Source: an optimization exercise on an open RTL-to-GDS flow (aim: small area, a short achievable clock period and few clock cycles). Production flows keep margins and buffers that such runs may drop.
Function was checked by simulation only, so behaviour that the tests miss may differ from the original.

File: config.mk
export PLATFORM = sky130hd
export DESIGN_NAME = pong_physics
export DESIGN_NICKNAME = pong_physics
export VERILOG_FILES = /design/flow/design.v
export SDC_FILE = /design/flow/constraint.sdc
export NUM_CORES = 4
export LEC_CHECK = 0
export ABC_AREA = 1
export CAP_MARGIN = 20
export CORE_MARGIN = 2
export CORE_UTILIZATION = 40
export SLEW_MARGIN = 20
File: constraint.sdc
create_clock -name core_clock -period 30.0 [get_ports {clk}]
set_input_delay 6.0000 -clock core_clock [delete_from_list [all_inputs] [get_ports {clk}]]
set_output_delay 6.0000 -clock core_clock [all_outputs]
set_load 0.01 [all_outputs]
File: design.v
module pong_physics (
    input  wire        clk,
    input  wire        rst,
    input  wire        cmd_valid,
    input  wire [39:0] cmd,
    output wire        cmd_ready,
    output reg         resp_valid,
    output reg  [15:0] resp,
    input  wire        tick_req
);
    function [15:0] chain13;
        input [12:0] u;
        reg [1:0] r, rw;
        reg [11:0] q;
        reg n1, n0;
        integer i;
        begin
            r = 2'd0;
            rw = 2'd0;
            q = 12'd0;
            for (i = 12; i >= 0; i = i - 1) begin
                if (i < 12) q[i] = r[1] | (r[0] & u[i]);
                n1 = (r[0] & ~u[i]) | (r[1] & u[i]);
                n0 = (~r[1] & ~r[0] & u[i]) | (r[1] & ~u[i]);
                r = {n1, n0};
                if (i == 3) rw = r;
            end
            chain13 = {rw, r, q};
        end
    endfunction
    function [11:0] chain11;
        input [10:0] u;
        reg [1:0] r;
        reg [9:0] q;
        reg n1, n0;
        integer i;
        begin
            r = 2'd0;
            q = 10'd0;
            for (i = 10; i >= 0; i = i - 1) begin
                if (i < 10) q[i] = r[1] | (r[0] & u[i]);
                n1 = (r[0] & ~u[i]) | (r[1] & u[i]);
                n0 = (~r[1] & ~r[0] & u[i]) | (r[1] & ~u[i]);
                r = {n1, n0};
            end
            chain11 = {r, q};
        end
    endfunction
    function [15:0] radd;
        input [15:0] a;
        input [15:0] b;
        input        ci;
        reg c;
        integer i;
        begin
            c = ci;
            for (i = 0; i < 16; i = i + 1) begin
                radd[i] = a[i] ^ b[i] ^ c;
                c = (a[i] & b[i]) | (a[i] & c) | (b[i] & c);
            end
        end
    endfunction
    function [15:0] radd3;
        input [15:0] a;
        input [15:0] b;
        input [15:0] c;
        input        ci;
        input        ck;
        reg [15:0] s, k;
        begin
            s = a ^ b ^ c;
            k = (a & b) | (a & c) | (b & c);
            radd3 = radd(s, {k[14:0], ck}, ci);
        end
    endfunction
    function [15:0] tdiv4;
        input [15:0] x;
        begin
            tdiv4 = radd({{2{x[15]}}, x[15:2]}, 16'd0, x[15] && (x[1:0] != 2'd0));
        end
    endfunction
    reg [15:0] px, py, vx, vy, spin;
    reg [15:0] pos0, pos1, vr0, vr1;
    reg        vm0, vm1;
    reg [7:0]  sc0, sc1;
    reg        tick_en;
    reg        pb, pb2, pw;
    reg        sv;
    reg [15:0] s1r;
    reg [10:0] dvq;
    reg [2:0]  dvk;
    assign cmd_ready = !rst && sv && !pb && !pb2 && !pw;
    wire [7:0]  op   = cmd[39:32];
    wire [7:0]  opa  = cmd[31:24];
    wire [7:0]  opb  = cmd[23:16];
    wire [15:0] imm  = cmd[15:0];
    wire        sel  = cmd[24];
    wire acc_cmd  = cmd_valid && cmd_ready;
    wire acc_tick = tick_req && cmd_ready && !cmd_valid && tick_en;
    wire c_step   = acc_cmd && (op == 8'h10);
    wire c_bounce = acc_cmd && (op == 8'h11);
    wire c_walls  = acc_cmd && (op == 8'h12);
    wire c_tick   = acc_cmd && (op == 8'h13);
    wire do_step  = acc_tick || c_step || c_tick;
    wire [15:0] vel0 = vm0 ? tdiv4(vr0) : vr0;
    wire [15:0] vel1 = vm1 ? tdiv4(vr1) : vr1;
    wire [15:0] sx   = sv ? s1r : spin;
    wire [15:0] ch1  = chain13({1'b1, ~sx[15], sx[14:4]});
    wire [1:0]  rw   = ch1[15:14];
    wire [1:0]  ra   = ch1[13:12];
    wire [8:0]  qw   = ch1[11:3] ^ 9'h100;           
    wire [10:0] qa   = ch1[10:0];                     
    wire        c1   = sx[15] && !((sx[6:0] == 7'd0) && (rw == 2'd0));
    wire [15:0] s1n  = radd(sx, ~{{7{qw[8]}}, qw}, !c1);            
    wire [8:0]  dd   = {5'd0, sx[3:0]} + ~qw + {8'd0, !c1};
    wire [4:0]  ev5  = dd[8:4] + {3'd0, ra};                          
    reg  [2:0]  kk;
    reg  [1:0]  r2;
    always @(*) begin
        case (ev5)
            5'd0:  begin kk = 3'd0; r2 = 2'd0; end
            5'd1:  begin kk = 3'd0; r2 = 2'd1; end
            5'd2:  begin kk = 3'd0; r2 = 2'd2; end
            5'd3:  begin kk = 3'd1; r2 = 2'd0; end
            5'd4:  begin kk = 3'd1; r2 = 2'd1; end
            5'd5:  begin kk = 3'd1; r2 = 2'd2; end
            5'd6:  begin kk = 3'd2; r2 = 2'd0; end
            5'd7:  begin kk = 3'd2; r2 = 2'd1; end
            5'd8:  begin kk = 3'd2; r2 = 2'd2; end
            5'h1F: begin kk = 3'h7; r2 = 2'd2; end    
            5'h1E: begin kk = 3'h7; r2 = 2'd1; end    
            5'h1D: begin kk = 3'h7; r2 = 2'd0; end    
            5'h1C: begin kk = 3'h6; r2 = 2'd2; end    
            5'h1B: begin kk = 3'h6; r2 = 2'd1; end    
            default: begin kk = 3'h6; r2 = 2'd0; end  
        endcase
    end
    wire        c2   = sx[15] && !((dd[3:0] == 4'd0) && (r2 == 2'd0));
    wire [2:0]  dvkn = kk + {2'd0, c2};
    wire        vxp  = !vx[15] && (vx[14:0] != 15'd0);
    wire [15:0] dq16 = {{5{dvq[10]}}, dvq};
    wire [15:0] dk16 = {{13{dvk[2]}}, dvk};
    wire [15:0] vy1  = vy + (vxp ? dq16 : ~dq16) + (vxp ? dk16 : ~dk16) + (vxp ? 16'd0 : 16'd2);
    wire [11:0] ch3  = chain11({1'b1, ~vy1[15], vy1[14:6]});
    wire [1:0]  r3   = ch3[11:10];
    wire [9:0]  q3   = ch3[9:0] ^ 10'h200;             
    wire        c3   = vy1[15] && !((vy1[5:0] == 6'd0) && (r3 == 2'd0));
    wire [15:0] st_vy = vy1 + ~{{6{q3[9]}}, q3} + {15'd0, !c3};
    wire [10:0] d3   = {5'd0, vy1[5:0]} + ~{q3[9], q3} + {10'd0, !c3};
    wire [3:0]  s3   = {d3[10], d3[8:6]} + {3'd0, vy1[15] && (d3[5:0] != 6'd0)};
    wire [15:0] pyb  = py + {{6{vy1[15]}}, vy1[15:6]};
    wire [15:0] st_py = pyb + {{12{s3[3]}}, s3};
    wire [15:0] st_px = radd(px, {{6{vx[15]}}, vx[15:6]}, vx[15] && (vx[5:0] != 6'd0));
    wire        st_pb = (st_px[15:7] == 9'd1) || (st_px[15:7] == 9'd126);
    wire        st_pw = st_px[15] || st_px[14] || (st_py[15:13] != 3'd0);
    wire en_b0 = pb || (c_bounce && !sel);
    wire en_b1 = pb || (c_bounce &&  sel);
    wire psel  = px[13];
    wire bx1   = (px[15:7] == 9'd1);
    wire bx126 = (px[15:7] == 9'd126);
    wire [15:0] b_pos = psel ? pos1 : pos0;
    wire [15:0] b_vel = psel ? vel1 : vel0;
    wire [15:0] offw  = radd3({{7{py[15]}}, py[15:7]}, ~{{4{b_pos[15]}}, b_pos[15:4]}, 16'd5,
                              py[15] && (py[6:0] != 7'd0), 1'b0);
    wire        off_ok = (offw[15:3] == 13'd0);
    wire        hit   = off_ok && ((bx1 && en_b0) || (bx126 && en_b1));
    wire [2:0]  o     = offw[2:0];
    wire [1:0]  kidx  = o[2] ? ~o[1:0] : o[1:0];
    wire [3:0]  kmul  = ({2'd0, kidx} + 4'd1) * 4'd3;
    wire [15:0] vy3   = radd(vy, {vy[14:0], 1'b0}, 1'b0);
    wire [7:0]  khi   = o[2] ? {4'd0, kmul} : ~{4'd0, kmul};
    wire [15:0] b_s   = {vy3[15:8] + khi + {7'd0, !o[2]}, vy3[7:0]};
    wire [15:0] b_spin = radd3(spin, psel ? ~{b_vel[12:0], 3'd0} : {b_vel[12:0], 3'd0},
                               psel ? ~{b_vel[11:0], 4'd0} : {b_vel[11:0], 4'd0}, psel, psel);
    wire [15:0] b_px   = psel ? {9'd125, px[6:0]} : {9'd2, px[6:0]};
    wire [15:0] b_vx   = radd(~vx, 16'd0, 1'b1);
    wire [15:0] b_vy2  = radd3({{2{vy[15]}}, vy[15:2]}, {b_vel[11:0], 4'd0}, {b_vel[10:0], 5'd0},
                               vy[15] && (vy[1:0] != 2'd0), 1'b0);
    wire wal  = (pw && !pb && !pb2) || c_walls;
    wire en_w = wal;
    wire hl = en_w && px[15];
    wire hr = en_w && !px[15] && px[14];
    wire hx = hl || hr;
    wire vb = en_w && (py[15:13] != 3'd0);
    wire [15:0] w_py   = py[15] ? radd(~py, 16'd0, 1'b1) : {3'd0, ~py[12:0]};
    wire [15:0] w_vy   = hx ? 16'd0 : radd(~vy, 16'd0, 1'b1);
    wire        nop0   = !sc0[7] && !sc1[7];
    wire [7:0]  sc0i   = {1'b1, sc0[6:0] + 7'd1};
    wire [7:0]  sc1i   = {1'b1, sc1[6:0] + 7'd1};
    wire [15:0] s_pos  = sel ? pos1 : pos0;
    wire [15:0] s_vel  = sel ? vel1 : vel0;
    wire [15:0] s_sum  = s_vel + {s_vel[14:0], 1'b0} + ~s_pos + imm + 16'd1;
    reg [15:0] rdb_val, rdp_val;
    always @(*) begin
        case (opa)
            8'd0:    rdb_val = px;
            8'd1:    rdb_val = py;
            8'd2:    rdb_val = vx;
            8'd3:    rdb_val = vy;
            8'd4:    rdb_val = spin;
            default: rdb_val = 16'h0000;
        endcase
        case (opb)
            8'd0:    rdp_val = s_pos;
            8'd1:    rdp_val = s_vel;
            8'd2:    rdp_val = sel ? 16'd126 : 16'd1;
            default: rdp_val = 16'h0000;
        endcase
    end
    wire bnc_a   = pb || c_bounce;
    wire spin_wr = (bnc_a && hit) || (wal && hx) ||
                   (acc_cmd && ((op == 8'h19 && opa == 8'd4) || op == 8'h14));
    always @(posedge clk) begin
        if (do_step || !sv) begin
            s1r <= s1n;
            dvq <= qa;
            dvk <= dvkn;
        end
        if (rst) begin
            px         <= 16'd256;
            py         <= 16'd4096;
            vx         <= 16'd3072;
            vy         <= 16'd0;
            spin       <= 16'd0;
            pos0       <= 16'd512;
            pos1       <= 16'd512;
            vr0        <= 16'd0;
            vr1        <= 16'd0;
            vm0        <= 1'b0;
            vm1        <= 1'b0;
            sc0        <= 8'h00;
            sc1        <= 8'h00;
            tick_en    <= 1'b0;
            pb         <= 1'b0;
            pb2        <= 1'b0;
            pw         <= 1'b0;
            sv         <= 1'b0;
            resp_valid <= 1'b0;
            resp       <= 16'h0000;
        end else begin
            resp_valid <= acc_cmd;
            sv  <= !spin_wr;
            pb  <= 1'b0;
            pb2 <= 1'b0;
            if (pw && !pb && !pb2) pw <= 1'b0;
            if (pb2) begin
                vy <= b_vy2;
            end else if (bnc_a) begin
                if (hit) begin
                    vx   <= b_vx;
                    px   <= b_px;
                    spin <= b_spin;
                    vy   <= b_s;
                    pb2  <= 1'b1;
                end
            end else if (wal) begin
                if (vb) py <= w_py;
                if (vb || hx) vy <= w_vy;
                if (hx) spin <= 16'd0;
                if (hl) begin px <= 16'd16128; vx <= 16'hF400; end
                if (hr) begin px <= 16'd256;   vx <= 16'd3072; end
                if (hr && nop0) sc0 <= sc0i;
                if (hl && nop0) sc1 <= sc1i;
            end
            if (do_step) begin
                spin <= s1r;
                vy   <= st_vy;
                px   <= st_px;
                py   <= st_py;
                pb   <= st_pb && !c_step;
                pw   <= st_pw && !c_step;
            end
            if (acc_cmd) begin
                case (op)
                    8'h11:   resp <= {15'd0, hit};
                    8'h12:   resp <= {15'd0, vb};
                    8'h18:   resp <= rdb_val;
                    8'h21:   resp <= {{4{s_pos[15]}}, s_pos[15:4]};
                    8'h28:   resp <= rdp_val;
                    8'h31:   resp <= {14'd0, sc1[7], sc0[7]};
                    8'h38:   resp <= {8'd0, sel ? sc1 : sc0};
                    default: resp <= 16'h0000;
                endcase
                case (op)
                    8'h01: tick_en <= 1'b1;
                    8'h02: tick_en <= 1'b0;
                    8'h14: begin
                        px   <= sc1[7] ? 16'd16128 : 16'd256;
                        vx   <= sc1[7] ? 16'hF400 : 16'd3072;
                        py   <= 16'd4096;
                        vy   <= 16'd0;
                        spin <= 16'd0;
                        sc0[7] <= 1'b0;
                        sc1[7] <= 1'b0;
                        pos0 <= 16'd512;
                        pos1 <= 16'd512;
                        vr0  <= 16'd0;
                        vr1  <= 16'd0;
                    end
                    8'h19: begin
                        case (opa)
                            8'd0: px   <= imm;
                            8'd1: py   <= imm;
                            8'd2: vx   <= imm;
                            8'd3: vy   <= imm;
                            8'd4: spin <= imm;
                            default: ;
                        endcase
                    end
                    8'h20: begin
                        if (sel) begin
                            vr1  <= s_sum;
                            vm1  <= 1'b1;
                            pos1 <= imm;
                        end else begin
                            vr0  <= s_sum;
                            vm0  <= 1'b1;
                            pos0 <= imm;
                        end
                    end
                    8'h29: begin
                        if (opb == 8'd0) begin
                            if (sel) pos1 <= imm; else pos0 <= imm;
                        end else if (opb == 8'd1) begin
                            if (sel) begin vr1 <= imm; vm1 <= 1'b0; end
                            else     begin vr0 <= imm; vm0 <= 1'b0; end
                        end
                    end
                    8'h30: begin
                        if (nop0) begin
                            if (sel) sc1 <= sc1i;
                            else     sc0 <= sc0i;
                        end
                    end
                    default: ;
                endcase
            end
        end
    end
endmodule
File: run.sh
#!/bin/bash
# synth_recipe.tcl (not shown) runs the flow's synth.tcl, then flattens the netlist and writes it again
# the make line also repeats each setting of config.mk as NAME=value (left out here)
make -C /OpenROAD-flow-scripts/flow DESIGN_CONFIG=/design/flow/config.mk WORK_HOME=/design/flow/orfs CLKGATE_MAP_FILE= SYNTH_SCRIPT=/design/flow/synth_recipe.tcl finish
==> run_results.csv, run 1 <==
group,metric,value,unit
die,die_area,59200,um^2
global_route,antenna_found_initial,1,
critical_path,start_kind,"input pin",
global_route,overflow,0,
sta,layout_min_cycle_time,13240,ps
min_path,min_from,"pos0[3]",
sta,tns,0,ps
final_layout,multi_input_area,15500,um^2
sta,setup_viol,0,
sta,skew,32.0,ps
critical_path,end_kind,"output pin",
global_route,grt_usage,27.6,%
flow_run,drv_cap,0,
die,core,56500,um^2
sta,slew_headroom,25.8,%
clock_network,htree_levels,1,
clock_network,cts_setup_buffers,0,
critical_path,arrival,7240,ps
drt,wl_met2,34600,um
drt,met1_length,36300,um
final_layout,antenna_cells,0,
placed_design,routabilityCongestion,1.02,
synthesis,synth_warnings,1,
clock_network,clk_path_buf_depth,3,
placed_design,portBuffers,61,
die,io_pins,62,
die,die_x,243,um
die,die_y,243,um
final_layout,final_cells,4007,
placed_design,place_inst,3957,
sta,rsz0062_at_grt,"no",
die,start_util,40.5,%
critical_path,crit_type,"input pin to output pin",
critical_path,crit_chain,"buf_4 > nor2_1 > nand4_1 > inv_1 > clkdlybuf4s50_1",
drt,wl_per_cell,20.8,um
drt,highest_layer,"met5",
placed_design,place_area,24300,um^2
drt,remaining_drc_errors,0,
global_route,grt_pass1_vias,20800,
clock_network,cts_resized,0,
synthesis,async_reset_ff_share,0,%
status,status,"no timing/DRC/antenna violations",
sta,tightest_slew,1100,ps
clock_network,cts_buffers,27,
sta,slew_viol_final,0,
sta,hold_viol_final,0,
clock_network,cts.sinks,214,
clock_network,clk_pin_slew,60,ps
die,num_rows,87,
synthesis,yosysUniqueCellTypes,56,
drt,ant_nets,0,
critical_path,critPathMaxStageDelay,540,ps
final_layout,fillers,5856,
critical_path,rr_startpoint,"vx[15]",
drt,wl_met3,8190,um
final_layout,ff_latch_area,4590,um^2
clock_network,cts_hold_repair.buffers,0,
drt,routed_via_density,5.60,
final_layout,layout.nets,3616,
sta,max_freq,75.5,MHz
critical_path,cp_data_required_time,24000,ps
clock_network,root_buffer,"clkbuf_16",
critical_path,startpoint,"rst",
placed_design,hpwlAfterDp,65000,um
final_layout,drive_gt1_share,5.44,%
global_route,grt_max_degree,76,
final_layout,syn_to_final_growth,10.4,%
synthesis,synth_cells,3222,
synthesis,postSynthAreaPerCell,7.10,um^2
synthesis,ys_seq_area_share,20.0,%
critical_path,path_max_fanout,23,
synthesis,synth_ff_type,"dfxtp_1",
min_path,hold_class,"flip-flop to flip-flop",
synthesis,ys_ff_latch,214,
drt,vias,22500,
synthesis,netlist_area,22900,um^2
global_route,grt_pass1_wl,127000,um
synthesis,synth_edf_count,30,
sta,timing.final.crit_share,44.1,%
clock_network,insertion_delay,590,ps
drt,wl,83300,um
drt,drt-initial-drc-count,2396,
clock_network,cts_tree,"done",
final_layout,final_area,25300,um^2
critical_path,slowest_stage,"clkdlybuf4s50_1",
final_layout,mostFrequentLayoutCell,"inv_1",
final_layout,final_cell_mix,"590 x inv_1, 520 x nand2_1, 313 x o21ai_0",
drt,first_pass_iters,8,
Yosys cell counts, types with 49 or more instances:
master	count	share of area, %
nand2_1	520	8.5
nand3_1	104	2.3
ha_1	183	10
a21oi_1	225	4.9
o21ai_0	313	6.8
dfxtp_1	184	16
nor2_1	238	3.9
clkbuf_1	99	1.6
fa_1	159	14
xor2_1	55	2.1
inv_1	592	9.7
o211ai_1	49	1.6
stage by stage:
step / hold slack (ps) / util [%] / worst slack, ps
finish: 448 / 44.7 / 16760
detailed placement: 445 / 43.0 / 16770
floorplan: 423 / - / 17570
global placement: 445 / 43.0 / 16770
CTS: 453 / 44.7 / 16770
global route: 483 / 44.7 / 15790
final timing paths:
kind                                  end  slack, ps  cells past startpoint
worst max-delay path            cmd_ready      16760                      5
worst min register to register    pos0[3]        450                      2
worst max register to register         pw      17380                     73
worst min-delay path              pos0[3]        450                      2
logic make-up (layout without fill, tap and decap cells):
group	count (synthesis)	in the layout	synth area share, %
adders and majority gates	342	342	23.9
AOI/OAI and AO/OA	837	837	21.9
DFF	214	214	20.0
buffers and inverters	742	771	12.3
and+or+nand+nor	987	987	18.0
xor gates and xnor gates	87	87	3.36
muxes	13	13	0.568
worst max-delay path: cells and delay by family:
family,cells,cell delay (ps)
AND/OR/NAND/NOR,2,340
buffers and inverters,3,880
layout make-up:
type / count / area share, %
clock buffer: 33 / 3.01
clock inverter: 17 / 0.787
inverter: 615 / 9.14
multi-input combinational: 2266 / 61.4
sequential: 214 / 18.2
tap: 756 / 3.74
timing repair buffer: 106 / 3.72
layer usage:
metal | global-route usage, % | vias up
li1 | - | 10700
met1 | 39.2 | 10400
met2 | 40.8 | 1107
met3 | 4.61 | 200
met4 | 12.4 | 2
met5 | 0 | -
Testbench counts, summed over its fixed seeds: cycles 32,906.
==> inputs of run 2 (changes only) <==
--- a/design.v
+++ b/design.v
@@ -73,6 +73,18 @@
             radd3 = radd(s, {k[14:0], ck}, ci);
         end
     endfunction
+    function [15:0] rneg;
+        input [15:0] x;
+        reg c;
+        integer i;
+        begin
+            c = 1'b0;
+            for (i = 0; i < 16; i = i + 1) begin
+                rneg[i] = x[i] ^ c;
+                c = c | x[i];
+            end
+        end
+    endfunction
     function [15:0] tdiv4;
         input [15:0] x;
         begin
@@ -112,7 +124,8 @@
     wire [10:0] qa   = ch1[10:0];                     
     wire        c1   = sx[15] && !((sx[6:0] == 7'd0) && (rw == 2'd0));
     wire [15:0] s1n  = radd(sx, ~{{7{qw[8]}}, qw}, !c1);            
-    wire [8:0]  dd   = {5'd0, sx[3:0]} + ~qw + {8'd0, !c1};
+    wire [15:0] dd16 = radd({12'd0, sx[3:0]}, {7'd0, ~qw}, !c1);
+    wire [8:0]  dd   = dd16[8:0];
     wire [4:0]  ev5  = dd[8:4] + {3'd0, ra};                          
     reg  [2:0]  kk;
     reg  [1:0]  r2;
@@ -146,13 +159,22 @@
     wire [9:0]  q3   = ch3[9:0] ^ 10'h200;             
     wire        c3   = vy1[15] && !((vy1[5:0] == 6'd0) && (r3 == 2'd0));
     wire [15:0] st_vy = vy1 + ~{{6{q3[9]}}, q3} + {15'd0, !c3};
-    wire [10:0] d3   = {5'd0, vy1[5:0]} + ~{q3[9], q3} + {10'd0, !c3};
-    wire [3:0]  s3   = {d3[10], d3[8:6]} + {3'd0, vy1[15] && (d3[5:0] != 6'd0)};
+    wire [5:0]  tau  = q3[5:0] + {5'd0, c3};
+    wire [3:0]  t3h  = q3[9:6] + {3'd0, c3 && (q3[5:0] == 6'h3F)};
+    wire        lt3  = vy1[5:0] < tau;
+    wire        ne3  = vy1[5:0] != tau;
+    wire [3:0]  s3   = ~t3h + 4'd1 - {3'd0, lt3} + {3'd0, vy1[15] && ne3};
     wire [15:0] pyb  = py + {{6{vy1[15]}}, vy1[15:6]};
-    wire [15:0] st_py = pyb + {{12{s3[3]}}, s3};
+    wire [15:0] pybp16 = radd({3'd0, pyb[15:3]}, 16'd0, 1'b1);
+    wire [15:0] pybm16 = radd({3'd0, pyb[15:3]}, 16'hFFFF, 1'b0);
+    wire [12:0] pybp = pybp16[12:0];
+    wire [12:0] pybm = pybm16[12:0];
+    wire [4:0]  plo  = {2'd0, pyb[2:0]} + {s3[3], s3};
+    wire [15:0] st_py = {(plo[4] ? pybm : plo[3] ? pybp : pyb[15:3]), plo[2:0]};
     wire [15:0] st_px = radd(px, {{6{vx[15]}}, vx[15:6]}, vx[15] && (vx[5:0] != 6'd0));
     wire        st_pb = (st_px[15:7] == 9'd1) || (st_px[15:7] == 9'd126);
-    wire        st_pw = st_px[15] || st_px[14] || (st_py[15:13] != 3'd0);
+    wire        st_pw = st_px[15] || st_px[14] || (pyb[15:13] != 3'd0) ||
+                        (pyb[12:0] < 13'd3) || (pyb[12:0] > 13'd8187);
     wire en_b0 = pb || (c_bounce && !sel);
     wire en_b1 = pb || (c_bounce &&  sel);
     wire psel  = px[13];
@@ -169,11 +191,12 @@
     wire [3:0]  kmul  = ({2'd0, kidx} + 4'd1) * 4'd3;
     wire [15:0] vy3   = radd(vy, {vy[14:0], 1'b0}, 1'b0);
     wire [7:0]  khi   = o[2] ? {4'd0, kmul} : ~{4'd0, kmul};
-    wire [15:0] b_s   = {vy3[15:8] + khi + {7'd0, !o[2]}, vy3[7:0]};
+    wire [15:0] bsh   = radd({8'd0, vy3[15:8]}, {8'd0, khi}, !o[2]);
+    wire [15:0] b_s   = {bsh[7:0], vy3[7:0]};
     wire [15:0] b_spin = radd3(spin, psel ? ~{b_vel[12:0], 3'd0} : {b_vel[12:0], 3'd0},
                                psel ? ~{b_vel[11:0], 4'd0} : {b_vel[11:0], 4'd0}, psel, psel);
     wire [15:0] b_px   = psel ? {9'd125, px[6:0]} : {9'd2, px[6:0]};
-    wire [15:0] b_vx   = radd(~vx, 16'd0, 1'b1);
+    wire [15:0] b_vx   = rneg(vx);
     wire [15:0] b_vy2  = radd3({{2{vy[15]}}, vy[15:2]}, {b_vel[11:0], 4'd0}, {b_vel[10:0], 5'd0},
                                vy[15] && (vy[1:0] != 2'd0), 1'b0);
     wire wal  = (pw && !pb && !pb2) || c_walls;
@@ -182,11 +205,13 @@
     wire hr = en_w && !px[15] && px[14];
     wire hx = hl || hr;
     wire vb = en_w && (py[15:13] != 3'd0);
-    wire [15:0] w_py   = py[15] ? radd(~py, 16'd0, 1'b1) : {3'd0, ~py[12:0]};
-    wire [15:0] w_vy   = hx ? 16'd0 : radd(~vy, 16'd0, 1'b1);
+    wire [15:0] w_py   = py[15] ? rneg(py) : {3'd0, ~py[12:0]};
+    wire [15:0] w_vy   = hx ? 16'd0 : rneg(vy);
     wire        nop0   = !sc0[7] && !sc1[7];
-    wire [7:0]  sc0i   = {1'b1, sc0[6:0] + 7'd1};
-    wire [7:0]  sc1i   = {1'b1, sc1[6:0] + 7'd1};
+    wire [15:0] sc0i16 = radd({9'd0, sc0[6:0]}, 16'd0, 1'b1);
+    wire [15:0] sc1i16 = radd({9'd0, sc1[6:0]}, 16'd0, 1'b1);
+    wire [7:0]  sc0i   = {1'b1, sc0i16[6:0]};
+    wire [7:0]  sc1i   = {1'b1, sc1i16[6:0]};
     wire [15:0] s_pos  = sel ? pos1 : pos0;
     wire [15:0] s_vel  = sel ? vel1 : vel0;
     wire [15:0] s_sum  = s_vel + {s_vel[14:0], 1'b0} + ~s_pos + imm + 16'd1;
@@ -216,18 +241,17 @@
             dvq <= qa;
             dvk <= dvkn;
         end
+        case (op)
+            8'h11:   resp <= {15'd0, hit};
+            8'h12:   resp <= {15'd0, vb};
+            8'h18:   resp <= rdb_val;
+            8'h21:   resp <= {{4{s_pos[15]}}, s_pos[15:4]};
+            8'h28:   resp <= rdp_val;
+            8'h31:   resp <= {14'd0, sc1[7], sc0[7]};
+            8'h38:   resp <= {8'd0, sel ? sc1 : sc0};
+            default: resp <= 16'h0000;
+        endcase
         if (rst) begin
-            px         <= 16'd256;
-            py         <= 16'd4096;
-            vx         <= 16'd3072;
-            vy         <= 16'd0;
-            spin       <= 16'd0;
-            pos0       <= 16'd512;
-            pos1       <= 16'd512;
-            vr0        <= 16'd0;
-            vr1        <= 16'd0;
-            vm0        <= 1'b0;
-            vm1        <= 1'b0;
             sc0        <= 8'h00;
             sc1        <= 8'h00;
             tick_en    <= 1'b0;
@@ -236,7 +260,6 @@
             pw         <= 1'b0;
             sv         <= 1'b0;
             resp_valid <= 1'b0;
-            resp       <= 16'h0000;
         end else begin
             resp_valid <= acc_cmd;
             sv  <= !spin_wr;
@@ -272,30 +295,11 @@
             end
             if (acc_cmd) begin
                 case (op)
-                    8'h11:   resp <= {15'd0, hit};
-                    8'h12:   resp <= {15'd0, vb};
-                    8'h18:   resp <= rdb_val;
-                    8'h21:   resp <= {{4{s_pos[15]}}, s_pos[15:4]};
-                    8'h28:   resp <= rdp_val;
-                    8'h31:   resp <= {14'd0, sc1[7], sc0[7]};
-                    8'h38:   resp <= {8'd0, sel ? sc1 : sc0};
-                    default: resp <= 16'h0000;
-                endcase
-                case (op)
                     8'h01: tick_en <= 1'b1;
                     8'h02: tick_en <= 1'b0;
                     8'h14: begin
-                        px   <= sc1[7] ? 16'd16128 : 16'd256;
-                        vx   <= sc1[7] ? 16'hF400 : 16'd3072;
-                        py   <= 16'd4096;
-                        vy   <= 16'd0;
-                        spin <= 16'd0;
                         sc0[7] <= 1'b0;
                         sc1[7] <= 1'b0;
-                        pos0 <= 16'd512;
-                        pos1 <= 16'd512;
-                        vr0  <= 16'd0;
-                        vr1  <= 16'd0;
                     end
                     8'h19: begin
                         case (opa)
@@ -336,5 +340,16 @@
                 endcase
             end
         end
+        if (rst || (acc_cmd && op == 8'h14)) begin
+            px   <= (sc1[7] && !rst) ? 16'd16128 : 16'd256;
+            vx   <= (sc1[7] && !rst) ? 16'hF400 : 16'd3072;
+            py   <= 16'd4096;
+            vy   <= 16'd0;
+            spin <= 16'd0;
+            pos0 <= 16'd512;
+            pos1 <= 16'd512;
+            vr0  <= 16'd0;
+            vr1  <= 16'd0;
+        end
     end
 endmodule
==> run 2 against run 1 <==
  * Non-clock buffer count down 8
  * Sequential share of layout area up 1.4 points
  * Synthesized cell count down 6.6%
  * Core utilization about the same
  * Via count down 4.7%
  * Critical path type unchanged
==> run_results.csv, run 2 <==
group,metric,value,unit
status,status,"no timing/DRC/antenna violations",
sta,slew_viol_final,0,
sta,slew_headroom,27.8,%
final_layout,final_area,25200,um^2
placed_design,routabilityCongestion,0.986,
sta,tightest_slew,1070,ps
final_layout,antenna_cells,0,
final_layout,final_core_util,44.7,%
sta,rsz0062_at_grt,"no",
synthesis,synth_edf_count,64,
synthesis,synth_top_cell_by_area,"fa_1",
global_route,grt_max_degree,93,
critical_path,r2r_cells,62,
critical_path,path_max_fanout,18,
placed_design,place_inst,3782,
global_route,overflow,0,
min_path,hold_depth,2,
synthesis,yosysUniqueCellTypes,69,
clock_network,root_buffer,"clkbuf_16",
sta,layout_min_cycle_time,13890,ps
global_route,grt_usage,27.0,%
critical_path,crit_chain,"clkdlybuf4s50_1 > inv_1 > nand4_1 > inv_1 > clkdlybuf4s50_1",
sta,fin_hold_ws,475,ps
placed_design,portBuffers,61,
synthesis,netlist_area,22700,um^2
flow_run,drv_cap,0,
final_layout,final_cells,3829,
drt,wl,80900,um
critical_path,ff2ff_setup_slack,19460,ps
drt,first_pass_iters,6,
synthesis,synth_ff_type,"dfxtp_1",
drt,wl_per_cell,21.1,um
clock_network,cts.sinks,214,
die,start_util,40.4,%
clock_network,clk_path_buf_depth,3,
min_path,min_from,"vr0[3]",
placed_design,place_area,24300,um^2
critical_path,end_kind,"output pin",
die,io_pins,62,
critical_path,start_kind,"input pin",
sta,setup_viol,0,
synthesis,synth_common_cells,"520 x inv_1, 471 x nand2_1, 314 x o21ai_0",
critical_path,worst-path-buf-inv,4,
synthesis,postSynthAreaPerCell,7.55,um^2
clock_network,clk_pin_slew,60,ps
critical_path,crit_type,"input pin to output pin",
critical_path,rr_startpoint,"vx[15]",
critical_path,arrival,7890,ps
drt,remaining_drc_errors,0,
drt,ant_nets,0,
clock_network,cts_setup_buffers,0,
final_layout,ff_latch_area,4920,um^2
critical_path,slowest_stage,"clkdlybuf4s50_1",
final_layout,final_cell_mix,"518 x inv_1, 471 x nand2_1, 313 x o21ai_0",
sta,timing.final.crit_share,46.3,%
synthesis,synth_most_common_cell,"inv_1",
die,die_x,242,um
clock_network,cts_buffers,26,
synthesis,ys_seq_area_share,21.7,%
drt,routed_via_density,5.59,
final_layout,multi_input_area,15500,um^2
sta,skew,20.6,ps
clock_network,cts_hold_repair.buffers,0,
min_path,hold_class,"flip-flop to flip-flop",
final_layout,syn_to_final_growth,10.7,%
synthesis,synth_warnings,1,
synthesis,ys_ff_latch,214,
critical_path,crit_family,"buffers and inverters",
global_route,antenna_found_initial,0,
die,die_y,242,um
final_layout,layout.nets,3474,
clock_network,cts_resized,0,
sta,hold_viol_final,0,
sta,max_freq,72.0,MHz
sta,tns,0,ps
synthesis,synthTopCellsByArea,"fa_1 13%, dfxtp_1 13%, ha_1 12%, inv_1 8.6%, edfxtp_1 8.5%",
synthesis,yosysTopAreaCellShare,13.3,%
die,die_area,58800,um^2
die,core,56300,um^2
global_route,grt_pass1_vias,20800,
synthesis,synth_cells,3009,
global_route,grt_pass1_wl,123000,um
die,num_rows,87,
clock_network,insertion_delay,570,ps
synthesis,async_reset_ff_share,0,%
critical_path,r2r_end,"py[15]",
final_layout,drive_gt1_share,6.83,%
drt,drt-initial-drc-count,2111,
clock_network,cts_tree,"done",
min_path,hold_end,"vr0[3]",
clock_network,htree_levels,1,
placed_design,hpwlAfterDp,63900,um
critical_path,cp_data_required_time,24000,ps
drt,vias,21400,
final_layout,mostFrequentLayoutCell,"inv_1",
critical_path,critPathMaxStageDelay,540,ps
final_layout,fillers,5677,
-- run 2: changes by cell type after synthesis, moves of 13 or more --
cell / before / now
a211oi_1: 18 / 40
a21oi_1: 225 / 195
a22oi_1: 22 / 9
dfxtp_1: 184 / 150
edfxtp_1: 30 / 64
ha_1: 183 / 225
inv_1: 592 / 520
nand2_1: 520 / 471
nand3_1: 104 / 91
nor2_1: 238 / 152
-- run 2: worst reg2reg max path: cells and delay by family (launching register included) --
family | cells | cell delay [ps]
fa+ha+maj | 10 | 2970
xor+xnor | 2 | 770
simple gates | 33 | 3670
flops | 1 | 550
compound gates | 7 | 1280
buf+inv | 10 | 1270
-- run 2: worst max path at each step --
stage | startpoint | end | slack (ps) | cells after the start
after floorplan | rst | cmd_ready | 17620 | 3
final | rst | cmd_ready | 16110 | 5
after detailed placement | rst | cmd_ready | 16110 | 5
after CTS | rst | cmd_ready | 16090 | 5
after global routing | rst | cmd_ready | 15970 | 5
after global placement | rst | cmd_ready | 16160 | 5
-- run 2: stage by stage --
step / setup slack, ps
2_1_floorplan: 17620
3_3_place_gp: 16160
3_5_place_dp: 16110
4_1_cts: 16090
5_1_grt: 15970
6_report: 16110
-- run 2: logic make-up after synthesis --
group	share of synthesized area, %
muxes	0.600
and+or+nand+nor	16.7
DFF	21.7
AOI/OAI and AO/OA	21.0
xor gates and xnor gates	3.39
adders and majority gates	25.7
buffers and inverters	11.0
other	0.0165
-- run 2: layer usage --
metal  up-vias  part of all wire (%)  global-route usage (%)
met5         -                     0                       0
met4         0                   4.4                    10.9
met3       181                   8.3                    4.82
met2       866                    44                    43.2
met1     10200                    43                    36.1
li1      10100                     -                       -
-- run 2: final cells by class --
type | count | area share, %
multi-input cells | 2170 | 61.5
clock buffers | 39 | 3.23
inverters | 544 | 8.11
repair buffers | 98 | 3.53
clock inverters | 8 | 0.333
flip-flops and latches | 214 | 19.6
well taps | 756 | 3.76
Testbench counts of run 2, summed over its fixed seeds: cycles 32,906.
==> inputs of run 3 (changes only) <==
--- a/design.v
+++ b/design.v
@@ -101,14 +101,15 @@
     reg [15:0] s1r;
     reg [10:0] dvq;
     reg [2:0]  dvk;
-    assign cmd_ready = !rst && sv && !pb && !pb2 && !pw;
+    reg        busy;        
+    assign cmd_ready = !(rst || busy);
     wire [7:0]  op   = cmd[39:32];
     wire [7:0]  opa  = cmd[31:24];
     wire [7:0]  opb  = cmd[23:16];
     wire [15:0] imm  = cmd[15:0];
     wire        sel  = cmd[24];
-    wire acc_cmd  = cmd_valid && cmd_ready;
-    wire acc_tick = tick_req && cmd_ready && !cmd_valid && tick_en;
+    wire acc_cmd  = cmd_valid && !busy;
+    wire acc_tick = tick_req && !busy && !cmd_valid && tick_en;
     wire c_step   = acc_cmd && (op == 8'h10);
     wire c_bounce = acc_cmd && (op == 8'h11);
     wire c_walls  = acc_cmd && (op == 8'h12);
@@ -235,6 +236,10 @@
     wire bnc_a   = pb || c_bounce;
     wire spin_wr = (bnc_a && hit) || (wal && hx) ||
                    (acc_cmd && ((op == 8'h19 && opa == 8'd4) || op == 8'h14));
+    wire sv_n  = !spin_wr;
+    wire pb_n  = do_step && st_pb && !c_step;
+    wire pb2_n = !pb2 && bnc_a && hit;
+    wire pw_n  = do_step ? (st_pw && !c_step) : (pw && (pb || pb2));
     always @(posedge clk) begin
         if (do_step || !sv) begin
             s1r <= s1n;
@@ -259,13 +264,15 @@
             pb2        <= 1'b0;
             pw         <= 1'b0;
             sv         <= 1'b0;
+            busy       <= 1'b1;
             resp_valid <= 1'b0;
         end else begin
             resp_valid <= acc_cmd;
-            sv  <= !spin_wr;
-            pb  <= 1'b0;
-            pb2 <= 1'b0;
-            if (pw && !pb && !pb2) pw <= 1'b0;
+            sv   <= sv_n;
+            pb   <= pb_n;
+            pb2  <= pb2_n;
+            pw   <= pw_n;
+            busy <= !sv_n || pb_n || pb2_n || pw_n;
             if (pb2) begin
                 vy <= b_vy2;
             end else if (bnc_a) begin
@@ -274,7 +281,6 @@
                     px   <= b_px;
                     spin <= b_spin;
                     vy   <= b_s;
-                    pb2  <= 1'b1;
                 end
             end else if (wal) begin
                 if (vb) py <= w_py;
@@ -290,8 +296,6 @@
                 vy   <= st_vy;
                 px   <= st_px;
                 py   <= st_py;
-                pb   <= st_pb && !c_step;
-                pw   <= st_pw && !c_step;
             end
             if (acc_cmd) begin
                 case (op)
==> run 3 against run 2 <==
  * Global-route usage increased by 0.12 points
  * Non-clock buffer count decreased by 8
  * Synthesized area decreased by 0.72%
  * Critical path type unchanged
  * Still clean on timing, DRC and antenna
==> run_results.csv, run 3 <==
group,metric,value,unit
sta,skew,24.5,ps
final_layout,drive_gt1_share,6.11,%
die,io_pins,62,
clock_network,cts_resized,0,
sta,tightest_slew,1110,ps
synthesis,synth_warnings,1,
critical_path,cp_data_required_time,24000,ps
min_path,hold_depth,2,
critical_path,arrival,7470,ps
global_route,grt_usage,27.2,%
drt,drt-initial-drc-count,2135,
drt,wl,79800,um
synthesis,netlist_area,22600,um^2
synthesis,yosysTopAreaCellShare,13.4,%
placed_design,place_area,24000,um^2
global_route,grt_max_degree,68,
drt,remaining_drc_errors,0,
critical_path,end_kind,"output pin",
sta,max_freq,74.2,MHz
clock_network,cts_hold_repair.buffers,0,
clock_network,root_buffer,"clkbuf_16",
final_layout,syn_to_final_growth,10.9,%
critical_path,crit_family,"buffers and inverters",
synthesis,synth_ff_type,"dfxtp_1",
drt,vias,21200,
die,die_x,242,um
critical_path,r2r_cells,62,
global_route,overflow,0,
critical_path,crit_chain,"clkdlybuf4s50_1 > nor2_1 > clkdlybuf4s50_1",
critical_path,crit_type,"input pin to output pin",
die,num_rows,87,
sta,rsz0062_at_grt,"no",
final_layout,mostFrequentLayoutCell,"inv_1",
synthesis,yosysUniqueCellTypes,70,
critical_path,crit_cells,3,
clock_network,insertion_delay,590,ps
min_path,hold_class,"flip-flop to flip-flop",
sta,layout_min_cycle_time,13470,ps
die,die_y,242,um
synthesis,postSynthAreaPerCell,7.64,um^2
sta,setup_viol,0,
global_route,grt_pass1_wl,123000,um
synthesis,synth_cells,2954,
critical_path,crit_path_frequent_cell,"clkdlybuf4s50_1",
critical_path,path_max_fanout,12,
die,core,56100,um^2
clock_network,cts_buffers,27,
drt,wl_per_cell,21.2,um
clock_network,cts_tree,"done",
synthesis,ys_seq_area_share,21.9,%
sta,slew_viol_final,0,
drt,ant_nets,0,
drt,routed_via_density,5.63,
final_layout,fillers,5644,
clock_network,clk_pin_slew,60,ps
placed_design,hpwlAfterDp,63000,um
synthesis,ys_ff_latch,215,
final_layout,final_cell_mix,"521 x inv_1, 422 x nand2_1, 298 x o21ai_0",
critical_path,start_kind,"input pin",
global_route,antenna_found_initial,0,
synthesis,synth_top_cell_by_area,"dfxtp_1",
clock_network,clk_path_buf_depth,3,
sta,tns,0,ps
final_layout,final_area,25000,um^2
drt,first_pass_iters,8,
synthesis,synth_most_common_cell,"inv_1",
synthesis,synthTopCellsByArea,"dfxtp_1 13%, fa_1 13%, ha_1 12%, inv_1 8.7%, edfxtp_1 8.5%",
status,status,"no timing/DRC/antenna violations",
synthesis,synth_edf_count,64,
sta,slew_headroom,25.5,%
clock_network,htree_levels,1,
critical_path,worst-path-buf-inv,2,
placed_design,portBuffers,61,
placed_design,routabilityCongestion,1.00,
final_layout,layout.nets,3408,
die,start_util,40.3,%
sta,timing.final.crit_share,44.9,%
synthesis,synth_common_cells,"521 x inv_1, 422 x nand2_1, 298 x o21ai_0",
synthesis,async_reset_ff_share,0,%
clock_network,cts_setup_buffers,0,
critical_path,slowest_stage,"clkdlybuf4s50_1",
clock_network,cts.sinks,215,
critical_path,critPathMaxStageDelay,690,ps
flow_run,drv_cap,0,
global_route,grt_pass1_vias,20400,
die,die_area,58300,um^2
sta,hold_viol_final,0,
## run 3: cell type report
| type | instances | area (um^2) | area share (%) |
|---|---|---|---|
| Antenna cell | 1 | 2.50 | 0.0100 |
| Clock buffer | 36 | 781 | 3.12 |
| Clock inverter | 13 | 204 | 0.815 |
| Inverter | 541 | 2030 | 8.11 |
| Multi-Input combinational cell | 2114 | 15300 | 61.1 |
| Sequential cell | 215 | 4940 | 19.8 |
| Tap cell | 756 | 946 | 3.78 |
| Timing Repair Buffer | 90 | 823 | 3.29 |
## run 3: worst paths after layout
kind / slack (ps) / start / to
worst max-delay path: 16530 / rst / cmd_ready
worst min-delay path: 470 / sc0[6] / sc0[6]
worst max register to register: 19450 / vx[15] / py[12]
worst min register to register: 470 / sc0[6] / sc0[6]
## run 3: logic make-up (layout without fill, tap and decap cells)
| kind of cell | count (synthesis) | after routing | share of synthesized area [%] |
|---|---|---|---|
| fa+ha+maj | 375 | 375 | 25.8 |
| other cells | 1 | 33 | 0.0166 |
| simple gates | 811 | 811 | 15.8 |
| mux | 11 | 11 | 0.510 |
| compound gates | 793 | 793 | 21.2 |
| buf+inv | 656 | 680 | 11.0 |
| flops | 215 | 215 | 21.9 |
| xor+xnor | 92 | 92 | 3.74 |
## run 3: tightest hold or removal path: cells and delay by family, from the launching register on
family | cells | cell delay (ps)
AO/OA/AOI/OAI | 1 | 60
buffers and inverters | 1 | 70
flip-flops | 1 | 300
## run 3: per-layer routing
layer	share of wire, %	GRT usage, %	up-vias	wire length, um
met5	0	0	-	0
met4	4.3	10.0	0	3440
met3	8.0	4.85	171	6400
met2	44	43.0	878	35500
met1	43	37.0	10200	34500
li1	-	-	9985	-
## run 3: per-stage QoR
step           util (%)  setup WS (ps)  instances  hold WS (ps)
6_report           44.6          16530       3766           471
2_1_floorplan         -          17630       2985           439
3_5_place_dp       42.9          16550       3716           465
4_1_cts            44.6          16530       3765           473
3_3_place_gp       42.9          16550       3716           453
5_1_grt            44.6          16480       3765           504
Testbench counts of run 3, summed over its fixed seeds: cycles 32,906.
==> inputs of run 4 (changes only) <==
--- a/design.v
+++ b/design.v
@@ -96,7 +96,11 @@
     reg        vm0, vm1;
     reg [7:0]  sc0, sc1;
     reg        tick_en;
-    reg        pb, pb2, pw;
+    reg [3:0]  bst;         
+    reg [1:0]  ben;         
+    reg        bwq;         
+    reg        bcr;         
+    reg [2:0]  bko;         
     reg        sv;
     reg [15:0] s1r;
     reg [10:0] dvq;
@@ -176,43 +180,75 @@
     wire        st_pb = (st_px[15:7] == 9'd1) || (st_px[15:7] == 9'd126);
     wire        st_pw = st_px[15] || st_px[14] || (pyb[15:13] != 3'd0) ||
                         (pyb[12:0] < 13'd3) || (pyb[12:0] > 13'd8187);
-    wire en_b0 = pb || (c_bounce && !sel);
-    wire en_b1 = pb || (c_bounce &&  sel);
+    localparam [3:0] B_IDLE = 4'd0, B_HIT = 4'd1, B_VX = 4'd2, B_SP1 = 4'd3, B_SP2 = 4'd4,
+                     B_VY3 = 4'd5, B_KICK = 4'd6, B_DIV4 = 4'd7, B_V16 = 4'd8, B_V32 = 4'd9,
+                     B_W0 = 4'd10, B_W1 = 4'd11;
     wire psel  = px[13];
     wire bx1   = (px[15:7] == 9'd1);
     wire bx126 = (px[15:7] == 9'd126);
     wire [15:0] b_pos = psel ? pos1 : pos0;
     wire [15:0] b_vel = psel ? vel1 : vel0;
-    wire [15:0] offw  = radd3({{7{py[15]}}, py[15:7]}, ~{{4{b_pos[15]}}, b_pos[15:4]}, 16'd5,
-                              py[15] && (py[6:0] != 7'd0), 1'b0);
-    wire        off_ok = (offw[15:3] == 13'd0);
-    wire        hit   = off_ok && ((bx1 && en_b0) || (bx126 && en_b1));
-    wire [2:0]  o     = offw[2:0];
-    wire [1:0]  kidx  = o[2] ? ~o[1:0] : o[1:0];
-    wire [3:0]  kmul  = ({2'd0, kidx} + 4'd1) * 4'd3;
-    wire [15:0] vy3   = radd(vy, {vy[14:0], 1'b0}, 1'b0);
-    wire [7:0]  khi   = o[2] ? {4'd0, kmul} : ~{4'd0, kmul};
-    wire [15:0] bsh   = radd({8'd0, vy3[15:8]}, {8'd0, khi}, !o[2]);
-    wire [15:0] b_s   = {bsh[7:0], vy3[7:0]};
-    wire [15:0] b_spin = radd3(spin, psel ? ~{b_vel[12:0], 3'd0} : {b_vel[12:0], 3'd0},
-                               psel ? ~{b_vel[11:0], 4'd0} : {b_vel[11:0], 4'd0}, psel, psel);
-    wire [15:0] b_px   = psel ? {9'd125, px[6:0]} : {9'd2, px[6:0]};
-    wire [15:0] b_vx   = rneg(vx);
-    wire [15:0] b_vy2  = radd3({{2{vy[15]}}, vy[15:2]}, {b_vel[11:0], 4'd0}, {b_vel[10:0], 5'd0},
-                               vy[15] && (vy[1:0] != 2'd0), 1'b0);
-    wire wal  = (pw && !pb && !pb2) || c_walls;
-    wire en_w = wal;
-    wire hl = en_w && px[15];
-    wire hr = en_w && !px[15] && px[14];
+    wire [15:0] b_px  = psel ? {9'd125, px[6:0]} : {9'd2, px[6:0]};
+    reg  [15:0] alu_a, alu_b;
+    reg         alu_c;
+    wire [2:0]  kmul3 = ({1'b0, bko[1:0] ^ {2{bko[2]}}} + 3'd1);           
+    wire [15:0] kmag  = {4'd0, {1'b0, kmul3} + {kmul3, 1'b0}, 8'd0};        
+    always @(*) begin
+        alu_a = 16'd0;
+        alu_b = 16'd0;
+        alu_c = 1'b0;
+        case (bst)
+            B_HIT:  begin alu_a = {{7{py[15]}}, py[15:7]}; alu_b = ~{{4{b_pos[15]}}, b_pos[15:4]}; alu_c = 1'b1; end
+            B_VX:   begin alu_b = ~vx; alu_c = 1'b1; end
+            B_SP1:  begin alu_a = spin; alu_b = {b_vel[12:0], 3'd0} ^ {16{psel}}; alu_c = psel; end
+            B_SP2:  begin alu_a = spin; alu_b = {b_vel[11:0], 4'd0} ^ {16{psel}}; alu_c = psel; end
+            B_VY3:  begin alu_a = vy; alu_b = {vy[14:0], 1'b0}; end
+            B_KICK: begin alu_a = vy; alu_b = kmag ^ {16{!bko[2]}}; alu_c = !bko[2]; end
+            B_DIV4: begin alu_a = {{2{vy[15]}}, vy[15:2]}; alu_c = vy[15] && (vy[1:0] != 2'd0); end
+            B_V16:  begin alu_a = vy; alu_b = {b_vel[11:0], 4'd0}; end
+            B_V32:  begin alu_a = vy; alu_b = {b_vel[10:0], 5'd0}; end
+            B_W0:   begin alu_b = ~py; alu_c = 1'b1; end
+            B_W1:   begin alu_b = ~vy; alu_c = 1'b1; end
+            default: ;
+        endcase
+    end
+    wire [15:0] alu = radd(alu_a, alu_b, alu_c);
+    wire        pyc    = py[15] && (py[6:0] != 7'd0);
+    wire        d_lo   = (alu[15:2] == 14'h3FFF);                            
+    wire        d_hi   = (alu[15:2] == 14'h0000);                            
+    wire        off_ok = pyc ? (d_lo || (d_hi && alu[1:0] != 2'd3) || (alu[15:3] == 13'h1FFF && alu[2:0] == 3'd3))
+                             : (d_lo || d_hi);
+    wire [2:0]  o      = alu[2:0] + 3'd4 + {2'd0, pyc};
+    wire        hit    = off_ok && ((bx1 && ben[0]) || (bx126 && ben[1]));
+    wire w_act = (bst == B_W0);
+    wire hl = w_act && px[15];
+    wire hr = w_act && !px[15] && px[14];
     wire hx = hl || hr;
-    wire vb = en_w && (py[15:13] != 3'd0);
-    wire [15:0] w_py   = py[15] ? rneg(py) : {3'd0, ~py[12:0]};
-    wire [15:0] w_vy   = hx ? 16'd0 : rneg(vy);
+    wire vb = w_act && (py[15:13] != 3'd0);
     wire        nop0   = !sc0[7] && !sc1[7];
     wire [15:0] sc0i16 = radd({9'd0, sc0[6:0]}, 16'd0, 1'b1);
     wire [15:0] sc1i16 = radd({9'd0, sc1[6:0]}, 16'd0, 1'b1);
     wire [7:0]  sc0i   = {1'b1, sc0i16[6:0]};
     wire [7:0]  sc1i   = {1'b1, sc1i16[6:0]};
+    reg [3:0] bst_n;
+    always @(*) begin
+        bst_n = B_IDLE;
+        case (bst)
+            B_IDLE: begin
+                if (do_step && !c_step)
+                    bst_n = st_pb ? B_HIT : st_pw ? B_W0 : B_IDLE;
+                else if (c_bounce)
+                    bst_n = B_HIT;
+                else if (c_walls)
+                    bst_n = B_W0;
+            end
+            B_HIT:  bst_n = hit ? B_VX : bwq ? B_W0 : B_IDLE;
+            B_V32:  bst_n = bwq ? B_W0 : B_IDLE;
+            B_W0:   bst_n = (vb && !hx) ? B_W1 : B_IDLE;
+            B_W1:   bst_n = B_IDLE;
+            default: bst_n = bst + 4'd1;
+        endcase
+    end
     wire [15:0] s_pos  = sel ? pos1 : pos0;
     wire [15:0] s_vel  = sel ? vel1 : vel0;
     wire [15:0] s_sum  = s_vel + {s_vel[14:0], 1'b0} + ~s_pos + imm + 16'd1;
@@ -233,22 +269,18 @@
             default: rdp_val = 16'h0000;
         endcase
     end
-    wire bnc_a   = pb || c_bounce;
-    wire spin_wr = (bnc_a && hit) || (wal && hx) ||
+    wire spin_wr = (bst == B_SP1) || (bst == B_SP2) || hx ||
                    (acc_cmd && ((op == 8'h19 && opa == 8'd4) || op == 8'h14));
     wire sv_n  = !spin_wr;
-    wire pb_n  = do_step && st_pb && !c_step;
-    wire pb2_n = !pb2 && bnc_a && hit;
-    wire pw_n  = do_step ? (st_pw && !c_step) : (pw && (pb || pb2));
     always @(posedge clk) begin
         if (do_step || !sv) begin
             s1r <= s1n;
             dvq <= qa;
             dvk <= dvkn;
         end
-        case (op)
-            8'h11:   resp <= {15'd0, hit};
-            8'h12:   resp <= {15'd0, vb};
+        if (bst == B_HIT)     resp <= {15'd0, hit};
+        else if (bst == B_W0) resp <= {15'd0, vb};
+        else case (op)
             8'h18:   resp <= rdb_val;
             8'h21:   resp <= {{4{s_pos[15]}}, s_pos[15:4]};
             8'h28:   resp <= rdp_val;
@@ -260,37 +292,39 @@
             sc0        <= 8'h00;
             sc1        <= 8'h00;
             tick_en    <= 1'b0;
-            pb         <= 1'b0;
-            pb2        <= 1'b0;
-            pw         <= 1'b0;
+            bst        <= B_IDLE;
             sv         <= 1'b0;
             busy       <= 1'b1;
             resp_valid <= 1'b0;
         end else begin
-            resp_valid <= acc_cmd;
+            resp_valid <= (acc_cmd && !c_bounce && !c_walls) ||
+                          (bcr && ((bst == B_HIT) || (bst == B_W0)));
             sv   <= sv_n;
-            pb   <= pb_n;
-            pb2  <= pb2_n;
-            pw   <= pw_n;
-            busy <= !sv_n || pb_n || pb2_n || pw_n;
-            if (pb2) begin
-                vy <= b_vy2;
-            end else if (bnc_a) begin
-                if (hit) begin
-                    vx   <= b_vx;
-                    px   <= b_px;
-                    spin <= b_spin;
-                    vy   <= b_s;
-                end
-            end else if (wal) begin
-                if (vb) py <= w_py;
-                if (vb || hx) vy <= w_vy;
-                if (hx) spin <= 16'd0;
-                if (hl) begin px <= 16'd16128; vx <= 16'hF400; end
-                if (hr) begin px <= 16'd256;   vx <= 16'd3072; end
-                if (hr && nop0) sc0 <= sc0i;
-                if (hl && nop0) sc1 <= sc1i;
+            bst  <= bst_n;
+            busy <= !sv_n || (bst_n != B_IDLE);
+            if (bst == B_IDLE) begin
+                ben <= c_bounce ? (sel ? 2'b10 : 2'b01) : 2'b11;
+                bwq <= st_pw && !c_bounce;
+                bcr <= c_bounce || c_walls;
             end
+            if (bst == B_HIT) begin
+                bko <= o;
+                if (hit) px <= b_px;
+            end
+            case (bst)
+                B_VX:   vx <= alu;
+                B_SP1, B_SP2: spin <= alu;
+                B_VY3, B_KICK, B_DIV4, B_V16, B_V32, B_W1: vy <= alu;
+                B_W0: begin
+                    if (vb) py <= py[15] ? alu : {3'd0, ~py[12:0]};
+                    if (hx) begin vy <= 16'd0; spin <= 16'd0; end
+                    if (hl) begin px <= 16'd16128; vx <= 16'hF400; end
+                    if (hr) begin px <= 16'd256;   vx <= 16'd3072; end
+                    if (hr && nop0) sc0 <= sc0i;
+                    if (hl && nop0) sc1 <= sc1i;
+                end
+                default: ;
+            endcase
             if (do_step) begin
                 spin <= s1r;
                 vy   <= st_vy;
==> run 4 against run 3 <==
  * Final cell count decreased by 1.6%
  * Die area is 6.0% lower
  * Global-route usage grew 4.7 points
  * First-iteration DRC count fell by 2.3%
  * Core utilization is 0.40 points higher
  * Sequential share of layout area is 2.2 points higher
  * Critical path depth is the same
  * Synthesized area down 6.1%
==> run_results.csv, run 4 <==
group,metric,value,unit
clock_network,clk_pin_slew,60,ps
sta,hold_viol_final,0,
sta,slew_viol_final,0,
placed_design,routabilityCongestion,1.03,
final_layout,final_cells,3705,
sta,layout_min_cycle_time,13430,ps
clock_network,cts.sinks,223,
final_layout,drive_gt1_share,5.41,%
critical_path,path_max_fanout,12,
drt,ant_nets,0,
placed_design,place_area,22700,um^2
synthesis,synth_common_cells,"493 x nand2_1, 484 x inv_1, 329 x o21ai_0",
die,die_x,234,um
synthesis,yosysTopAreaCellShare,14.4,%
placed_design,portBuffers,61,
clock_network,root_buffer,"clkbuf_16",
status,status,"no timing/DRC/antenna violations",
drt,first_pass_iters,6,
drt,wl,87900,um
critical_path,slowest_stage,"clkdlybuf4s50_1",
critical_path,crit_path_frequent_cell,"clkdlybuf4s50_1",
final_layout,layout.nets,3290,
drt,drt-initial-drc-count,2086,
synthesis,synth_cells,2945,
sta,tns,0,ps
synthesis,ys_seq_area_share,24.4,%
synthesis,synth_top_cell_by_area,"dfxtp_1",
placed_design,place_inst,3653,
critical_path,end_kind,"output pin",
synthesis,synth_warnings,1,
clock_network,cts_tree,"done",
die,start_util,40.4,%
clock_network,cts_resized,0,
sta,setup_viol,0,
critical_path,worst-path-buf-inv,2,
drt,routed_via_density,5.84,
synthesis,synth_edf_count,71,
synthesis,synth_most_common_cell,"nand2_1",
global_route,grt_pass1_vias,20200,
drt,wl_per_cell,23.7,um
synthesis,yosysUniqueCellTypes,70,
final_layout,syn_to_final_growth,11.5,%
die,num_rows,84,
sta,rsz0062_at_grt,"no",
min_path,hold_class,"flip-flop to flip-flop",
critical_path,cp_data_required_time,24000,ps
global_route,grt_max_degree,84,
clock_network,clk_path_buf_depth,3,
sta,tightest_slew,1160,ps
critical_path,crit_type,"input pin to output pin",
synthesis,synthTopCellsByArea,"dfxtp_1 14%, edfxtp_1 10%, ha_1 9.3%, fa_1 9.0%, nand2_1 8.7%",
critical_path,critPathMaxStageDelay,640,ps
clock_network,cts_setup_buffers,0,
synthesis,ys_ff_latch,223,
sta,max_freq,74.4,MHz
clock_network,cts_buffers,27,
drt,vias,21700,
synthesis,netlist_area,21200,um^2
placed_design,hpwlAfterDp,68500,um
critical_path,arrival,7430,ps
clock_network,cts_hold_repair.buffers,0,
sta,slew_headroom,21.9,%
critical_path,crit_chain,"clkdlybuf4s50_1 > nor2_1 > clkdlybuf4s50_1",
synthesis,async_reset_ff_share,0,%
die,core,52400,um^2
flow_run,drv_cap,0,
drt,remaining_drc_errors,0,
synthesis,postSynthAreaPerCell,7.19,um^2
clock_network,insertion_delay,590,ps
final_layout,mostFrequentLayoutCell,"nand2_1",
final_layout,final_cell_mix,"491 x nand2_1, 483 x inv_1, 328 x o21ai_0",
global_route,grt_usage,31.9,%
clock_network,htree_levels,1,
global_route,overflow,0,
critical_path,start_kind,"input pin",
sta,timing.final.crit_share,44.8,%
synthesis,synth_ff_type,"dfxtp_1",
global_route,antenna_found_initial,2,
die,die_y,234,um
final_layout,final_area,23600,um^2
sta,skew,35.3,ps
critical_path,crit_family,"buffers and inverters",
global_route,grt_pass1_wl,130000,um
die,io_pins,62,
die,die_area,54800,um^2
sta,fin_hold_ws,458,ps
## run 4: cell count changes after synthesis, sizes merged, moves of 16 or more
cell,previous run,this run
fa,151,95
nor2,151,212
o211ai,70,54
o22ai,33,49
inv,535,492
a21oi,198,230
nand3,116,72
nand2,440,507
xnor2,37,20
ha,224,157
o21ai,313,347
## run 4: cell type report
class	count	area (um^2)
Antenna cell	2	5.00
Tap cell	688	861
Multi-Input combinational cell	2136	13800
Fill cell	5313	28800
Inverter	499	1880
Sequential cell	223	5170
Clock inverter	17	189
Clock buffer	33	749
Timing Repair Buffer	107	956
## run 4: final timing paths
| check | from | endpoint | slack [ps] | cells past startpoint |
|---|---|---|---|---|
| setup reg to reg | bst[0] | px[8] | 18290 | 33 |
| setup / recovery | rst | cmd_ready | 16570 | 3 |
| hold / removal | pos0[2] | pos0[2] | 460 | 2 |
| hold reg to reg | pos0[2] | pos0[2] | 460 | 2 |
## run 4: tightest hold or removal path: cells and delay by family, from the launching register on
family,cells,cell delay (ps)
buf+inv,1,60
compound gates,1,60
flops,1,300
## run 4: cells by family after synthesis
kind of cell / Yosys count / synth area share [%]
AO/OA/AOI/OAI: 881 / 25.0
XOR/XNOR: 77 / 3.38
adder cells (fa/ha/maj): 252 / 18.3
buffers and inverters: 617 / 11.1
flip-flops: 223 / 24.4
multiplexers: 4 / 0.195
other: 1 / 0.0177
AND/OR/NAND/NOR: 890 / 17.6
## run 4: layer usage
metal | up-vias | track usage (%) | wire length, um
met5 | - | 0 | 0
met4 | 0 | 11.3 | 3300
met3 | 166 | 6.53 | 8960
met2 | 1081 | 48.1 | 37500
met1 | 10300 | 44.9 | 38100
li1 | 10100 | - | -
## run 4: per-stage QoR
stage               util (%)  setup slack, ps
floorplan                  -            17800
global placement        43.2            16590
detailed placement      43.2            16570
CTS                     45.0            16570
global route            45.0            16500
finish                  45.0            16570
Testbench counts of run 4, summed over its fixed seeds: cycles 32,906.

port drivers added, routing unchanged:
The results above use ideal ports. As a check the final layouts listed here were re-extracted and re-timed, cells and wires unchanged.
Step 1 sets driving cells, clkbuf_16 on the clock port and buf_2 on the other inputs (assumed; they add their load-dependent delay and slew).
Step 2 adds t to the input delays and takes it off the output delays; t is the mean of the earliest and latest rising clock arrival at the registers after step 1. Input paths then give back, and output paths get back, about the clock's delay inside the block.
a / b / c = ideal / step 1 / step 2; a / b = the first two.
| run | t (ns) | setup slack, ns | worst slew at a driven data input, ns |
|---|---|---|---|
| run 1 | 0.629 | 16.760 / 16.728 / 16.728 | 0.05 |
| run 2 | 0.621 | 16.106 / 16.083 / 16.083 | 0.04 |
| run 3 | 0.640 | 16.525 / 16.501 / 16.501 | 0.04 |
| run 4 | 0.637 | 16.567 / 16.540 / 16.540 | 0.04 |
After both steps setup and hold are still met in every run listed. The setup slack of run 1, which loses most, moves by -0.032 ns with the drivers and by -0.032 ns with both steps.
